What follows belongs to an exercise in optimizing a design on an open flow for small area, a short achievable clock period and few clock cycles; a production flow would make more cautious choices. The RTL was checked by simulation tests, not by an equivalence proof against the original design.

==> juniper: inputs <==
// bu_lane
module bu_lane (
    input  wire        clk,
    input  wire        rst,
    input  wire        half,
    input  wire [4:0]  cfg_log2n,
    input  wire [10:0] cfg_pixel_size,
    input  wire [15:0] cfg_curve_count,
    input  wire [9:0]  cfg_iter_count,
    input  wire [3:0]  cfg_red_shift,
    input  wire [31:0] cfg_idx_scale,
    input  wire [31:0] cfg_da1,
    input  wire [31:0] cfg_da2,
    input  wire [31:0] cfg_a1_start,
    input  wire [31:0] cfg_a2_start,
    input  wire        start,
    input  wire [31:0] time_in,
    output reg         busy,
    output reg         lut_rd,
    output reg  [16:0] lut_addr,
    input  wire [31:0] lut_data,
    output reg         smp_valid,
    input  wire        smp_ready,
    output reg  [31:0] smp_x,
    output reg  [31:0] smp_y,
    output reg  [5:0]  smp_colour,
    output reg         smp_in_range,
    output reg  [9:0]  smp_row,
  ...
Settings: LEC_CHECK=0, CAP_MARGIN=20, CORE_MARGIN=2, CORE_UTILIZATION=40, PLACE_DENSITY=0.6, SLEW_MARGIN=20, TNS_END_PERCENT=20; clock period 25.0 ns.
standard.sh (not shown) runs the stock make flow with config.mk's settings and CLKGATE_MAP_FILE= SYNTH_SCRIPT=/design/flow/synth_recipe.tcl, a recipe that flattens the netlist after the stock synthesis.
==> flow/flow/run.sh <==
#!/bin/bash
set -euo pipefail
bash standard.sh SETUP_SLACK_MARGIN=18 finish > flow_make.log 2>&1
==> nickel: changes against juniper <==
--- a/flow/design.v
+++ b/flow/design.v
@@ -320,10 +320,11 @@
     reg [1:0]  mul_dst;
     reg        first;       
     reg        last;        
     reg        held;        
     reg [4:0]  log2n;
+    reg [3:0]  red_shift;
     reg [10:0] pix;         
     reg [15:0] half_hi;     
     reg [7:0]  ctr_e;       
     reg [9:0]  ctr_f;
     reg [9:0]  sc_exp;
@@ -393,46 +394,35 @@
                     .b_sign(sc_sign), .b_exp(sc_exp), .b_sig(sc_sig), .b_sig3(sc_sig3), .b_nan(sc_nan),
                     .mask(mask), .idx(conv_idx), .ovf(conv_ovf));
     wire [16:0] quarter = 17'h1 << (log2n - 5'd2);
     function [9:0] ftrunc;
         input [31:0] v;
-        reg [32:0] t;
+        reg [7:0] k;
         begin
+            k = v[30:23] - 8'd127;
             if (v[30:23] < 8'd127)
                 ftrunc = 10'd0;
-            else begin
-                t = {9'd0, 1'b1, v[22:0]} >> (8'd150 - v[30:23]);
-                ftrunc = t[9:0];
-            end
+            else
+                ftrunc = {1'b1, v[22:14]} >> (4'd9 - k[3:0]);
         end
     endfunction
     function in_grid;
         input [31:0] v;
         input [31:0] lim;
         begin
             in_grid = (v[30:0] == 0) || (!v[31] && (v[30:0] < lim[30:0]));
         end
     endfunction
     wire in_range = in_grid(smp_x, p_limit) && in_grid(smp_y, p_limit);
-    wire [15:0] i_sh  = i >> cfg_red_shift;
+    wire [15:0] i_sh  = i >> red_shift;
     wire [1:0]  red   = i_sh[1:0];
     wire [1:0]  green = j[8:7];
     wire [2:0]  bsum  = 3'd7 - ({1'b0, red} + {1'b0, green});
     wire [1:0]  blue  = bsum[2:1];
     wire        i_last = ({1'b0, i} + 17'd4 >= {1'b0, half_hi});
     always @(posedge clk) begin
-        if (rst) begin
-            state     <= S_IDLE;
-            busy      <= 1'b0;
-            asel      <= 4'd0;
-            bsel      <= 5'd0;
-            add_ext   <= 1'b0;
-            add_dst   <= D_NONE;
-            mul_dst   <= M_NONE;
-            lut_rd    <= 1'b0;
-            smp_valid <= 1'b0;
-        end else begin
+        begin
             if (smp_valid && smp_ready)
                 smp_valid <= 1'b0;
             sc_sig3 <= {2'b0, sc_sig} + {1'b0, sc_sig, 1'b0};
             if (!sc_sig[23]) begin
                 sc_sig <= {sc_sig[22:0], 1'b0};
@@ -466,42 +456,45 @@
                 end
                 default: ;
             endcase
             case (state)
                 S_IDLE: begin
-                    log2n   <= cfg_log2n;
-                    pix     <= cfg_pixel_size;
+                    log2n     <= cfg_log2n;
+                    red_shift <= cfg_red_shift;
+                    pix       <= cfg_pixel_size;
                     half_hi <= half ? cfg_curve_count : {1'b0, cfg_curve_count[15:1]};
                     sc_sign <= cfg_idx_scale[31];
-                    sc_nan  <= (cfg_idx_scale[30:23] == 8'hFF) && (cfg_idx_scale[22:0] != 0);
-                    if (cfg_idx_scale[30:23] == 8'hFF) begin
-                        sc_exp <= 10'd255;
-                        sc_sig <= 24'h800000;
-                    end else if (cfg_idx_scale[30:0] == 0) begin
-                        sc_exp <= 10'h200;
-                        sc_sig <= 24'h800000;
-                    end else if (cfg_idx_scale[30:23] == 8'h00) begin
-                        sc_exp <= 10'd1;
-                        sc_sig <= {1'b0, cfg_idx_scale[22:0]};
-                    end else begin
-                        sc_exp <= {2'b0, cfg_idx_scale[30:23]};
-                        sc_sig <= {1'b1, cfg_idx_scale[22:0]};
-                    end
+                    sc_exp  <= {2'b0, cfg_idx_scale[30:23]};
+                    sc_sig  <= {1'b0, cfg_idx_scale[22:0]};
                     i    <= half ? {1'b0, cfg_curve_count[15:1]} : 16'd0;
                     a1   <= time_in;
                     a2   <= time_in;
                     s    <= cfg_a1_start;
                     da2r <= cfg_a2_start;
+                    asel    <= A_A1;
+                    bsel    <= B_S;
+                    add_ext <= 1'b0;
                     if (start && cfg_curve_count != 0) begin
                         busy  <= 1'b1;
-                        asel    <= A_A1;
-                        bsel    <= B_S;
-                        add_ext <= 1'b0;
-                        state   <= S_INIT1;
+                        state <= S_INIT1;
                     end
                 end
                 S_INIT1: begin
+                    sc_nan <= (sc_exp[7:0] == 8'hFF) && (sc_sig[22:0] != 0);
+                    if (sc_exp[7:0] == 8'hFF) begin
+                        sc_exp <= 10'd255;
+                        sc_sig <= 24'h800000;
+                    end else if (sc_exp[7:0] == 8'h00 && sc_sig[22:0] == 0) begin
+                        sc_exp <= 10'h200;
+                        sc_sig <= 24'h800000;
+                    end else if (sc_exp[7:0] == 8'h00) begin
+                        sc_exp <= 10'd1;
+                        sc_sig <= {1'b0, sc_sig[22:0]};
+                    end else begin
+                        sc_exp <= sc_exp;
+                        sc_sig <= {1'b1, sc_sig[22:0]};
+                    end
                     ctr_e <= ctr_w[30:23];
                     ctr_f <= ctr_w[22:13];
                     if (cfg_iter_count == 0) begin
                         busy  <= 1'b0;
                         state <= S_IDLE;
@@ -617,7 +610,18 @@
                     end
                 end
                 default: state <= S_IDLE;
             endcase
         end
+        if (rst) begin
+            state     <= S_IDLE;
+            busy      <= 1'b0;
+            asel      <= 4'd0;
+            bsel      <= 5'd0;
+            add_ext   <= 1'b0;
+            add_dst   <= D_NONE;
+            mul_dst   <= M_NONE;
+            lut_rd    <= 1'b0;
+            smp_valid <= 1'b0;
+        end
     end
 endmodule
==> flow/flow/run.sh (replaced) <==
#!/bin/bash
set -euo pipefail
bash standard.sh SETUP_SLACK_MARGIN=18.5 finish > flow_make.log 2>&1
- ABC_AREA: not set -> 1
- CAP_MARGIN: 20 -> 5
- SLEW_MARGIN: 20 -> 5
==> qor summary <==
| item | nickel | juniper |
|---|---|---|
| Post-CTS setup buffers | 310 | 139 |
| Via count of the first global-routing pass | 53,510 | 53,628 |
| Register cell area after layout | 0.0133 mm2 | 0.0139 mm2 |
| Non-clk invs | 980 | 403 |
| Final worst setup slack | 18,190 ps | 17,270 ps |
| Run status | no timing/DRC/antenna violations | no timing/DRC/antenna violations |
| Delay of the slowest cell on the worst path | 660 ps | 480 ps |
| Effective utilization at floorplan | 40.2% | 40.1% |
| Post-route clock period utilization | 27.2% | 30.9% |
| Die height | 364 um | 378 um |
| Half-perimeter wire length after detailed placement | 195,000 um | 187,000 um |
| Area Overhead vs Synth | 28.7% | 23.5% |
| Critical Path Stages | 34 | 32 |
| Number of cells in the design after placement | 9,012 | 8,494 |
| Clock distribution area overhead in the final layout | 3.23% | 3.10% |
| Antenna cell count | 14 | 5 |
| Maximum number of pins on one net before global-route repair | 80 | 74 |
| Highest attainable clock frequency | 147 MHz | 129 MHz |
| Number of instances resized during post-cts repair | 596 | 353 |
Testbench counts of juniper, summed over its fixed seeds: cycles 1,173,256.
Testbench counts of nickel, summed over its fixed seeds: cycles 1,173,256.

* * *

==> v10 <==
Another version of the RTL of bu_lane (not shown whole).
Settings: LEC_CHECK=0, ABC_AREA=1, CAP_MARGIN=20, CORE_MARGIN=2, CORE_UTILIZATION=40, PLACE_DENSITY=0.6, SLEW_MARGIN=20, TNS_END_PERCENT=20; clock period 25.0 ns.
==> flow/flow/run.sh <==
#!/bin/bash
set -euo pipefail
bash standard.sh SETUP_SLACK_MARGIN=18 finish > flow_make.log 2>&1
==> v14: changes against v10 <==
--- a/flow/design.v
+++ b/flow/design.v
@@ -416,25 +416,15 @@
     wire [15:0] i_sh  = i >> red_shift;
     wire [1:0]  red   = i_sh[1:0];
     wire [1:0]  green = j[8:7];
     wire [2:0]  bsum  = 3'd7 - ({1'b0, red} + {1'b0, green});
     wire [1:0]  blue  = bsum[2:1];
     wire        i_last = ({1'b0, i} + 17'd4 >= {1'b0, half_hi});
     always @(posedge clk) begin
-        if (rst) begin
-            state     <= S_IDLE;
-            busy      <= 1'b0;
-            asel      <= 4'd0;
-            bsel      <= 5'd0;
-            add_ext   <= 1'b0;
-            add_dst   <= D_NONE;
-            mul_dst   <= M_NONE;
-            lut_rd    <= 1'b0;
-            smp_valid <= 1'b0;
-        end else begin
+        begin
             if (smp_valid && smp_ready)
                 smp_valid <= 1'b0;
             sc_sig3 <= {2'b0, sc_sig} + {1'b0, sc_sig, 1'b0};
             if (!sc_sig[23]) begin
                 sc_sig <= {sc_sig[22:0], 1'b0};
                 sc_exp <= sc_exp - 10'd1;
             end
@@ -469,42 +459,44 @@
             case (state)
                 S_IDLE: begin
                     log2n     <= cfg_log2n;
                     red_shift <= cfg_red_shift;
                     pix       <= cfg_pixel_size;
                     half_hi <= half ? cfg_curve_count : {1'b0, cfg_curve_count[15:1]};
                     sc_sign <= cfg_idx_scale[31];
-                    sc_nan  <= (cfg_idx_scale[30:23] == 8'hFF) && (cfg_idx_scale[22:0] != 0);
-                    if (cfg_idx_scale[30:23] == 8'hFF) begin
-                        sc_exp <= 10'd255;
-                        sc_sig <= 24'h800000;
-                    end else if (cfg_idx_scale[30:0] == 0) begin
-                        sc_exp <= 10'h200;
-                        sc_sig <= 24'h800000;
-                    end else if (cfg_idx_scale[30:23] == 8'h00) begin
-                        sc_exp <= 10'd1;
-                        sc_sig <= {1'b0, cfg_idx_scale[22:0]};
-                    end else begin
-                        sc_exp <= {2'b0, cfg_idx_scale[30:23]};
-                        sc_sig <= {1'b1, cfg_idx_scale[22:0]};
-                    end
+                    sc_exp  <= {2'b0, cfg_idx_scale[30:23]};
+                    sc_sig  <= {1'b0, cfg_idx_scale[22:0]};
                     i    <= half ? {1'b0, cfg_curve_count[15:1]} : 16'd0;
                     a1   <= time_in;
                     a2   <= time_in;
                     s    <= cfg_a1_start;
                     da2r <= cfg_a2_start;
+                    asel    <= A_A1;
+                    bsel    <= B_S;
+                    add_ext <= 1'b0;
                     if (start && cfg_curve_count != 0) begin
                         busy  <= 1'b1;
-                        asel    <= A_A1;
-                        bsel    <= B_S;
-                        add_ext <= 1'b0;
-                        state   <= S_INIT1;
+                        state <= S_INIT1;
                     end
                 end
                 S_INIT1: begin
+                    sc_nan <= (sc_exp[7:0] == 8'hFF) && (sc_sig[22:0] != 0);
+                    if (sc_exp[7:0] == 8'hFF) begin
+                        sc_exp <= 10'd255;
+                        sc_sig <= 24'h800000;
+                    end else if (sc_exp[7:0] == 8'h00 && sc_sig[22:0] == 0) begin
+                        sc_exp <= 10'h200;
+                        sc_sig <= 24'h800000;
+                    end else if (sc_exp[7:0] == 8'h00) begin
+                        sc_exp <= 10'd1;
+                        sc_sig <= {1'b0, sc_sig[22:0]};
+                    end else begin
+                        sc_exp <= sc_exp;
+                        sc_sig <= {1'b1, sc_sig[22:0]};
+                    end
                     ctr_e <= ctr_w[30:23];
                     ctr_f <= ctr_w[22:13];
                     if (cfg_iter_count == 0) begin
                         busy  <= 1'b0;
                         state <= S_IDLE;
                     end else begin
                         asel    <= A_A2;
@@ -616,9 +608,20 @@
                         busy  <= 1'b0;
                         state <= S_IDLE;
                     end
                 end
                 default: state <= S_IDLE;
             endcase
         end
+        if (rst) begin
+            state     <= S_IDLE;
+            busy      <= 1'b0;
+            asel      <= 4'd0;
+            bsel      <= 5'd0;
+            add_ext   <= 1'b0;
+            add_dst   <= D_NONE;
+            mul_dst   <= M_NONE;
+            lut_rd    <= 1'b0;
+            smp_valid <= 1'b0;
+        end
     end
 endmodule
==> v23: changes against v10 <==
--- a/flow/design.v
+++ b/flow/design.v
@@ -416,25 +416,15 @@
     wire [15:0] i_sh  = i >> red_shift;
     wire [1:0]  red   = i_sh[1:0];
     wire [1:0]  green = j[8:7];
     wire [2:0]  bsum  = 3'd7 - ({1'b0, red} + {1'b0, green});
     wire [1:0]  blue  = bsum[2:1];
     wire        i_last = ({1'b0, i} + 17'd4 >= {1'b0, half_hi});
     always @(posedge clk) begin
-        if (rst) begin
-            state     <= S_IDLE;
-            busy      <= 1'b0;
-            asel      <= 4'd0;
-            bsel      <= 5'd0;
-            add_ext   <= 1'b0;
-            add_dst   <= D_NONE;
-            mul_dst   <= M_NONE;
-            lut_rd    <= 1'b0;
-            smp_valid <= 1'b0;
-        end else begin
+        begin
             if (smp_valid && smp_ready)
                 smp_valid <= 1'b0;
             sc_sig3 <= {2'b0, sc_sig} + {1'b0, sc_sig, 1'b0};
             if (!sc_sig[23]) begin
                 sc_sig <= {sc_sig[22:0], 1'b0};
                 sc_exp <= sc_exp - 10'd1;
             end
@@ -616,9 +606,20 @@
                         busy  <= 1'b0;
                         state <= S_IDLE;
                     end
                 end
                 default: state <= S_IDLE;
             endcase
         end
+        if (rst) begin
+            state     <= S_IDLE;
+            busy      <= 1'b0;
+            asel      <= 4'd0;
+            bsel      <= 5'd0;
+            add_ext   <= 1'b0;
+            add_dst   <= D_NONE;
+            mul_dst   <= M_NONE;
+            lut_rd    <= 1'b0;
+            smp_valid <= 1'b0;
+        end
     end
 endmodule
==> run summary <==
metric                                                                   v10          v14          v23
Run status                                  no timing/DRC/antenna violations  no timing/DRC/antenna violations  no timing/DRC/antenna violations
Number of clock-tree buffers in the layout                                65           89           87
Synth Area in XOR/XNOR                                                 3.03%        3.11%        3.25%
Multi-input gates                                                       5117         5305         5127
Worst clock skew                                                    0.106 ns    0.0685 ns    0.0609 ns
Final routed wire length divided by cell count                       28.4 um      27.2 um      28.0 um
Via/cell ratio                                                          6.07         5.98         6.08
Clock-pin slew on the worst setup and hold paths                     0.07 ns      0.07 ns      0.06 ns
Number of cell instances on the worst register-to-register path           40           29           28
DIE WIDTH                                                             364 um       364 um       362 um
Required time at the worst-slack endpoint                           25.54 ns     20.00 ns     25.66 ns
Global-route usage over all layers                                     38.4%        36.7%        37.7%
Count of flip-flops with a built-in enable after synthesis               393          317          317
Number of global-route vias before repair                              52700        51700        52100
Number of nets in the layout                                            8309         8413         8246
Clock period minus final worst setup slack                           7.37 ns      7.09 ns      7.38 ns
Met1 routed wirelength after detailed routing                      105000 um    103000 um    102000 um
Final worst-path cycle share                                           29.5%        28.4%        29.5%
Total setup buffers inserted after CTS                                   229           61          129
Post-synthesis sequential area ratio                                   27.0%        25.5%        25.8%
Placeable core area                                               0.128 mm^2   0.129 mm^2   0.127 mm^2
Testbench counts of v10, summed over its fixed seeds: cycles 1,173,256.
Testbench counts of v14, summed over its fixed seeds: cycles 1,173,256.
Testbench counts of v23, summed over its fixed seeds: cycles 1,173,256.

## what the ideal ports hide
The results above use ideal ports. As a check the final layouts listed here were re-extracted and re-timed, cells and wires unchanged. Step 1 assumes that a clkbuf_16 drives the clock port and a buf_2 every other input. Step 2 times the ports against the registers' clock, not the clock port: input delays grow and output delays shrink by t, the midpoint of the rising clock arrivals with the driver on. Slacks: ideal / step 1 / step 2; pairs: ideal / step 1.
run	t (ns)	setup slack, ns	hold slack, ns	pins driven straight from the clock port
juniper	0.783	17.268 / 17.268 / 16.980	0.414 / 0.414 / 0.414	1
nickel	0.778	18.190 / 18.156 / 17.570	0.462 / 0.462 / 0.462	1
v10	0.762	17.629 / 17.629 / 17.116	0.464 / 0.464 / 0.464	1
v14	0.742	17.907 / 17.818 / 17.353	0.455 / 0.455 / 0.455	1
v23	0.780	17.618 / 17.680 / 16.900	0.479 / 0.479 / 0.479	1
After both steps setup and hold are still met in every run listed. The setup slack of v23, which loses most, moves by +0.062 ns with the drivers and by -0.718 ns with both steps.
